From an optimization exercise on the open Yosys and OpenROAD flow, aimed at small area; shortcuts taken in it are not production practice. Function was checked by simulation only, so behaviour that the tests miss may differ from the original. No activity file was given, so power comes from the tool's default toggle rates.

Setup of main:
==> flow/design.v <==
module split_enc #(
    parameter CW  = 10,    
    parameter POS = 6,     
    parameter W   = 1,     
    parameter FB  = 8      
) (
    input  wire [CW-1:0]      c,
    output wire [POS+W-1:0]   v
);
    wire [CW-FB+1:0] major0 = {2'b00, c[CW-1:FB]};    
    wire             carry  = |c[FB-1:POS];
    wire [W-1:0]     major1;
    wire             over;
    generate
        if (W == 1) begin : g_w1
            assign major1 = major0[0] ^ carry;
            assign over   = (|major0[CW-FB+1:1]) | (major0[0] & carry);
        end else begin : g_w2
            assign major1 = {major0[1] ^ (major0[0] & carry), major0[0] ^ carry};
            assign over   = (|major0[CW-FB+1:2]) | (major0[1] & major0[0] & carry);
        end
    endgenerate
    assign v = over ? {(POS+W){1'b1}} : {major1, c[POS-1:0] & {POS{~carry}}};
endmodule
module nand_timing_unit (
    input  wire        clk,
    input  wire        rst,
    input  wire        wr_en,
    input  wire [4:0]  wr_addr,
    input  wire [31:0] wr_data,
    input  wire        start,
    input  wire [1:0]  op,
    input  wire        bus16,
    input  wire [31:0] mck_hz,
    output wire        ready,
    output wire        done,
    output reg  [7:0]  answer,
    output wire        unsupported,
    output wire [31:0] result,
    output wire [31:0] setup_reg,
    output wire [31:0] pulse_reg,
    output wire [31:0] cycle_reg,
    output wire [31:0] timings_reg,
    output wire [31:0] mode_reg
);
    localparam OP_NTC = 2'd0;
    localparam OP_PER = 2'd1;
    localparam OP_CYC = 2'd2;
    localparam [31:0] PS_LO = 32'hD4A5_1000;
    localparam [31:0] PS_HI = 32'd232;
    reg  [4:0]  ph;         
    reg         busy;
    reg  [3:0]  j;          
    reg  [1:0]  op_r;
    reg         bus16_r;
    wire ph0  = (ph == 5'd0);
    wire [4:0] ph_inc;
    wire [3:0] j_inc;
    inc #(.W(5)) u_ph_inc (.a(ph), .ci(1'b1), .s(ph_inc));
    inc #(.W(4)) u_j_inc  (.a(j),  .ci(1'b1), .s(j_inc));
    wire ph31 = (ph == 5'd31);
    wire per  = (op_r == OP_PER);
    wire ntc  = (op_r == OP_NTC);
    wire cyc  = (op_r == OP_CYC);
    assign ready = ~busy & ph31;
    wire   wr    = wr_en & ready;
    wire   go    = start & ready;
    reg [31:0] w [0:22];
    reg [31:0] B;           
    reg        b_v;
    reg [4:0]  b_a;
    always @(posedge clk) begin
        if (!busy || j == 4'd0)
            B <= ready ? (wr_en ? wr_data : mck_hz) : {B[30:0], w[0][31]};
        if (rst)
            b_v <= 1'b0;
        else if (ph31)
            b_v <= wr;
        if (ph31)
            b_a <= wr_addr;
    end
    genvar g;
    generate
        for (g = 0; g <= 22; g = g + 1) begin : g_w
            always @(posedge clk)
                w[g] <= {w[g][30:0], (b_v && b_a == g) ? B[31] : w[g][31]};
        end
    endgenerate
    reg [4:0] s;
    always @(*) begin
        s = 5'd0;
        case (op_r)
            OP_PER: s[0] = PS_LO[~ph];
            OP_CYC: s[0] = w[22][31];
            default: begin
                case (j)
                    4'd1:  s[0] = w[1][31];
                    4'd2:  s[3:0] = {w[5][31], w[4][31], w[3][31], w[2][31]};
                    4'd3:  s = {w[10][31], w[9][31], w[8][31], w[7][31], w[6][31]};
                    4'd4:  s[0] = w[11][31];
                    4'd5:  s[1:0] = {w[13][31], w[12][31]};
                    4'd6:  s[0] = w[14][31];
                    4'd7:  s[0] = w[15][31];
                    4'd8:  s[0] = w[17][31];
                    4'd9:  s[0] = w[18][31];
                    4'd10: s[0] = w[19][31];
                    4'd11: s[0] = w[20][31];
                    4'd12: s[0] = w[21][31];
                    default: s[0] = w[16][31];
                endcase
            end
        endcase
    end
    reg  [4:0] alive;
    wire       m = |(alive & s);
    always @(posedge clk)
        alive <= ph31 ? 5'b11111 : (alive & (s | {5{~m}}));
    reg  [31:0] R;          
    reg  [31:0] Q;          
    wire [31:0] r_in = ph0 ? (per ? PS_HI : 32'd0) : R;
    wire [32:0] rs   = {r_in, m};
    wire [32:0] df;
    wire        ge;         
    wire [20:0] d_lo;
    wire        c_lo;
    add #(.W(21)) u_sub_lo (.a(rs[20:0]), .b(~B[20:0]), .ci(1'b1), .s(d_lo), .co(c_lo));
    wire [12:0] d_hi = {1'b0, rs[32:21]} + {1'b0, ~{1'b0, B[31:21]}} + {12'd0, c_lo};
    assign df = {d_hi[11:0], d_lo};
    assign ge = d_hi[12];
    always @(posedge clk) begin
        R <= ge ? df[31:0] : rs[31:0];
        Q <= {Q[30:0], ge};
    end
    reg         rem0;       
    reg  [9:0]  dq;         
    reg         dq_hi, dq_lo;
    wire [9:0]  dq_in = ph0 ? 10'd0 : dq;
    wire [9:0]  dq_m1;
    dec #(.W(10)) u_dq (.a(dq_in), .bi(1'b1), .s(dq_m1));
    wire        dq_e  = ph31 & rem0;
    wire        dq_dn = ge ? (Q[31] & dq_e) : (Q[31] | dq_e);
    wire        dq_b0 = ge ^ Q[31] ^ dq_e;
    always @(posedge clk) begin
        dq    <= dq_dn ? {dq_m1[8:0], dq_b0} : {dq_in[8:0], dq_b0};
        dq_hi <= ~ph0 & (dq_hi | (~dq_lo & ~dq_in[9] & dq_in[8]));
        dq_lo <= ~ph0 & (dq_lo | (~dq_hi & dq_in[9] & ~(&dq_in[8:0])));
    end
    wire        rem  = |R;
    wire [31:0] cq;
    inc #(.W(32)) u_cq (.a(Q), .ci(rem & ~per), .s(cq));
    wire [9:0]  c10  = ((|Q[31:10]) | (&Q[9:0])) ? 10'd1023 : cq[9:0];
    wire [10:0] dd;
    inc #(.W(11)) u_dd (.a({dq[9], dq}), .ci(rem), .s(dd));
    wire        big  = ~dq_lo & (dq_hi | (~dd[10] & (|dd[9:8])));    
    wire        pos  = ~dq_lo & (big | (~dd[10] & (|dd[9:0])));      
    wire [7:0]  ws8  = pos ? (big ? 8'd255 : dd[7:0]) : 8'd0;
    reg  [9:0]  A;          
    wire [9:0]  a_nc;
    wire        c_gt;       
    add #(.W(10)) u_cmp (.a(A), .b(~c10), .ci(1'b1), .s(a_nc), .co(c_gt_n));
    wire        c_gt_n;
    assign      c_gt = ~c_gt_n;
    wire [9:0]  mx   = c_gt ? c10 : A;
    wire [9:0]  asum;
    wire        a_co;
    add #(.W(10)) u_sum (.a(A), .b(c10), .ci(1'b0), .s(asum), .co(a_co));
    wire [9:0]  anew = a_co ? 10'd1023 : asum;
    wire [9:0]  V    = (j == 4'd5 || j == 4'd14) ? mx : c10;
    wire [5:0] e_s;
    wire [8:0] e_c;
    split_enc #(.CW(8),  .POS(5), .W(1), .FB(7)) u_enc_s (.c(ws8), .v(e_s));
    split_enc #(.CW(10), .POS(7), .W(2), .FB(8)) u_enc_c (.c(V),   .v(e_c));
    function [6:0] c2p(input [8:0] c);
        c2p = (c[8] || (c[7] && c[6])) ? 7'h7f : (c[6] ? 7'h40 : {c[7], c[5:0]});
    endfunction
    function [3:0] c2m(input [8:0] c);
        c2m = (c[8:7] != 2'd0 || (c[6] && c[5:3] != 3'd0)) ? 4'hf :
              ((c[5:3] != 3'd0) ? 4'h8 : {c[6], c[2:0]});
    endfunction
    wire [6:0] e_p = c2p(e_c);
    wire [3:0] e_m = c2m(e_c);
    reg [5:0] f_s;
    reg [6:0] f_p0, f_p2;
    reg [8:0] f_c0;
    reg [3:0] f_m0, f_m1, f_m2, f_m3, f_m4;
    reg [3:0] tdf;
    wire post = busy & ph0 & ntc;
    always @(posedge clk) begin
        if (ph0)
            rem0 <= rem;
        if (post) begin
            case (j)
                4'd2: begin f_p0 <= e_p; A <= c10; end
                4'd3: begin f_s  <= e_s; A <= mx; end
                4'd4: begin A <= anew; end
                4'd5: begin f_c0 <= e_c; end
                4'd6: begin A <= c10; end
                4'd7: begin tdf <= pos ? ((big | (|dd[7:4])) ? 4'd15 : dd[3:0]) : 4'd1; end
                4'd8: begin f_p2 <= e_p; A <= anew; end
                4'd9:  f_m0 <= e_m;
                4'd10: f_m1 <= e_m;
                4'd11: f_m2 <= e_m;
                4'd12: f_m3 <= e_m;
                4'd13: f_m4 <= e_m;
                default: ;
            endcase
        end
    end
    wire last = ntc ? (j == 4'd14) : (j == 4'd2);
    assign done = busy & ph0 & last;
    always @(posedge clk) begin
        if (rst) begin
            ph   <= 5'd0;
            busy <= 1'b0;
        end else begin
            ph <= ph_inc;
            if (go) begin
                busy    <= 1'b1;
                j       <= (op == OP_PER) ? 4'd1 : 4'd0;
                op_r    <= op;
                bus16_r <= bus16;
            end else if (busy) begin
                if (ph31)
                    j <= j_inc;
                if (done)
                    busy <= 1'b0;
            end
        end
    end
    wire b_zero = (B == 32'd0);
    function lt_c32(input [31:0] x, input [31:0] c);
        integer n;
        begin
            lt_c32 = 1'b0;
            for (n = 0; n < 32; n = n + 1)
                lt_c32 = c[n] ? (~x[n] | lt_c32) : (~x[n] & lt_c32);
        end
    endfunction
    always @(*) begin
        case (op_r)
            OP_PER:  answer = b_zero ? 8'h13 : (lt_c32(B, 32'd233) ? 8'h14 : 8'h00);
            2'd3:    answer = 8'h12;
            default: answer = b_zero ? 8'h15 : 8'h00;
        endcase
    end
    assign unsupported = lt_c32(w[16], 32'd30000);
    assign result      = cq;
    assign setup_reg   = {26'd0, f_s};
    assign pulse_reg   = {1'b0, e_p, 1'b0, f_p2, 1'b0, c2p(f_c0), 1'b0, f_p0};
    assign cycle_reg   = {7'd0, e_c, 7'd0, f_c0};
    assign timings_reg = {1'b1, 3'd0, f_m4, 4'd0, f_m3, 4'd0, f_m2, f_m1, f_m0};
    assign mode_reg    = {11'd0, 1'b1, tdf, 2'd0, 1'b0, bus16_r, 10'd0, 2'b11};
endmodule
module add #(parameter W = 8) (
    input  wire [W-1:0] a,
    input  wire [W-1:0] b,
    input  wire         ci,
    output wire [W-1:0] s,
    output wire         co
);
    wire [W:0] c;
    assign c[0] = ci;
    genvar i;
    generate
        for (i = 0; i < W; i = i + 1) begin : g
            assign s[i]   = a[i] ^ b[i] ^ c[i];
            assign c[i+1] = (a[i] & b[i]) | (c[i] & (a[i] ^ b[i]));
        end
    endgenerate
    assign co = c[W];
endmodule
module inc #(parameter W = 8) (
    input  wire [W-1:0] a,
    input  wire         ci,
    output wire [W-1:0] s
);
    wire [W:0] c;
    assign c[0] = ci;
    genvar i;
    generate
        for (i = 0; i < W; i = i + 1) begin : g
            assign s[i]   = a[i] ^ c[i];
            assign c[i+1] = a[i] & c[i];
        end
    endgenerate
endmodule
module dec #(parameter W = 8) (
    input  wire [W-1:0] a,
    input  wire         bi,
    output wire [W-1:0] s
);
    wire [W:0] b;
    assign b[0] = bi;
    genvar i;
    generate
        for (i = 0; i < W; i = i + 1) begin : g
            assign s[i]   = a[i] ^ b[i];
            assign b[i+1] = ~a[i] & b[i];
        end
    endgenerate
endmodule
export LEC_CHECK = 0
export CAP_MARGIN = 20
export CORE_MARGIN = 2
export CORE_UTILIZATION = 55
export PLACE_DENSITY = 0.7
export SLEW_MARGIN = 20
create_clock -name core_clock -period 12.0 [get_ports {clk}]
standard.sh (not shown) runs the stock make flow with config.mk's settings and CLKGATE_MAP_FILE= SYNTH_SCRIPT=/design/flow/synth_recipe.tcl, a recipe that flattens the netlist after the stock synthesis.
==> flow/flow/run.sh <==
#!/bin/bash
# Layout flow: the standard ORFS flow (standard.sh) with two changes:
#  - the port buffers are the smallest buffer cell, sky130_fd_sc_hd__buf_1;
#  - the clock tree clusters up to 18 flip-flops within 60 um on each leaf
#    buffer, builds the tree of sky130_fd_sc_hd__clkbuf_8 only, and inserts
#    no dummy loads.
# standard.sh's output goes to standard.log here; ORFS keeps each step's full
# log under orfs/logs.
set -euo pipefail
cd "$(dirname "$0")/.."
export BUFFER_PORTS_ARGS="-buffer_cell sky130_fd_sc_hd__buf_1"
export CTS_ARGS="-sink_clustering_enable -repair_clock_nets -dont_use_dummy_load -sink_clustering_size 18 -sink_clustering_max_diameter 60 -buf_list sky130_fd_sc_hd__clkbuf_8"
bash standard.sh > standard.log 2>&1
Modified inputs, the feature branch compared to main
--- a/flow/design.v
+++ b/flow/design.v
@@ -121,39 +121,37 @@
     wire [32:0] rs   = {r_in, m};
     wire [32:0] df;
     wire        ge;         
-    wire [20:0] d_lo;
-    wire        c_lo;
-    add #(.W(21)) u_sub_lo (.a(rs[20:0]), .b(~B[20:0]), .ci(1'b1), .s(d_lo), .co(c_lo));
-    wire [12:0] d_hi = {1'b0, rs[32:21]} + {1'b0, ~{1'b0, B[31:21]}} + {12'd0, c_lo};
-    assign df = {d_hi[11:0], d_lo};
-    assign ge = d_hi[12];
+    add #(.W(33)) u_sub (.a(rs), .b(~{1'b0, B}), .ci(1'b1), .s(df), .co(ge));
     always @(posedge clk) begin
         R <= ge ? df[31:0] : rs[31:0];
         Q <= {Q[30:0], ge};
     end
-    reg         rem0;       
+    function lt_c11(input [10:0] c, input [10:0] x);
+        integer n;
+        begin
+            lt_c11 = 1'b0;
+            for (n = 0; n < 11; n = n + 1)
+                lt_c11 = x[n] ? (~c[n] | lt_c11) : (~c[n] & lt_c11);
+        end
+    endfunction
     reg  [9:0]  dq;         
-    reg         dq_hi, dq_lo;
-    wire [9:0]  dq_in = ph0 ? 10'd0 : dq;
-    wire [9:0]  dq_m1;
-    dec #(.W(10)) u_dq (.a(dq_in), .bi(1'b1), .s(dq_m1));
-    wire        dq_e  = ph31 & rem0;
-    wire        dq_dn = ge ? (Q[31] & dq_e) : (Q[31] | dq_e);
-    wire        dq_b0 = ge ^ Q[31] ^ dq_e;
-    always @(posedge clk) begin
-        dq    <= dq_dn ? {dq_m1[8:0], dq_b0} : {dq_in[8:0], dq_b0};
-        dq_hi <= ~ph0 & (dq_hi | (~dq_lo & ~dq_in[9] & dq_in[8]));
-        dq_lo <= ~ph0 & (dq_lo | (~dq_hi & dq_in[9] & ~(&dq_in[8:0])));
-    end
+    wire [10:0] dq2;
+    dec #(.W(11)) u_dq (.a(ph0 ? {10'd0, ge} : {dq, ge}), .bi(Q[31]), .s(dq2));
+    wire        dq_lo = dq2[10] & ~(&dq2[9:1]);                   
+    wire        dq_hi = ~dq2[10] & lt_c11(11'd300, dq2);           
+    always @(posedge clk)
+        dq <= dq_lo ? 10'h3fe : (dq_hi ? 10'd300 : dq2[9:0]);
     wire        rem  = |R;
+    reg         rem0;                    
     wire [31:0] cq;
     inc #(.W(32)) u_cq (.a(Q), .ci(rem & ~per), .s(cq));
     wire [9:0]  c10  = ((|Q[31:10]) | (&Q[9:0])) ? 10'd1023 : cq[9:0];
     wire [10:0] dd;
-    inc #(.W(11)) u_dd (.a({dq[9], dq}), .ci(rem), .s(dd));
-    wire        big  = ~dq_lo & (dq_hi | (~dd[10] & (|dd[9:8])));    
-    wire        pos  = ~dq_lo & (big | (~dd[10] & (|dd[9:0])));      
-    wire [7:0]  ws8  = pos ? (big ? 8'd255 : dd[7:0]) : 8'd0;
+    wire [10:0] dd1;
+    inc #(.W(11)) u_dd1 (.a({dq[9], dq}), .ci(rem & ~rem0), .s(dd1));
+    dec #(.W(11)) u_dd  (.a(dd1), .bi(rem0 & ~rem), .s(dd));
+    wire        pos  = ~dd[10] & (|dd[9:0]);
+    wire [7:0]  ws8  = pos ? ((|dd[9:8]) ? 8'd255 : dd[7:0]) : 8'd0;
     reg  [9:0]  A;          
     wire [9:0]  a_nc;
     wire        c_gt;       
@@ -195,7 +193,7 @@
                 4'd4: begin A <= anew; end
                 4'd5: begin f_c0 <= e_c; end
                 4'd6: begin A <= c10; end
-                4'd7: begin tdf <= pos ? ((big | (|dd[7:4])) ? 4'd15 : dd[3:0]) : 4'd1; end
+                4'd7: begin tdf <= pos ? ((|dd[9:4]) ? 4'd15 : dd[3:0]) : 4'd1; end
                 4'd8: begin f_p2 <= e_p; A <= anew; end
                 4'd9:  f_m0 <= e_m;
                 4'd10: f_m1 <= e_m;
==> results.txt <==
In the flow results for the feature branch and main, the via count is larger on main. Of the feature branch and main, the run reporting the higher power share of the combinational group was main. To summarise the feature branch: no stage aborted, but the layout did not pass its checks, failing on setup timing. Relative to main, register share of the cell area has gone down in the feature branch. The setup slack in the feature branch sits 3.53 ns below the value recorded for main. Looking only at detailed-route wire length, and setting everything else aside, the higher value of the feature branch and main goes to main.

[what the ideal ports hide]
No port has a modelled driver above. Below, the same layouts with a new extraction and two added sets of constraints. Step 1 (the two cells are an assumption about what drives the block):
set clk [get_ports {clk}]
set_driving_cell -lib_cell sky130_fd_sc_hd__clkbuf_16 $clk
set_driving_cell -lib_cell sky130_fd_sc_hd__buf_2 [delete_from_list [all_inputs] $clk]
Step 2 moves the port delays by t, midway between the first and last clock arrival at a register: inputs arrive t later, outputs are due t later. That takes back most of the time a late clock gives input paths. a / b / c = ideal / step 1 / step 2; a / b = the first two.
run	t, ns	setup slack, ns	clock arrival spread, ns
main	0.689	0.451 / 0.451 / 0.451	0.061 / 0.061
the feature branch	0.688	-3.075 / -3.075 / -3.075	0.075 / 0.075
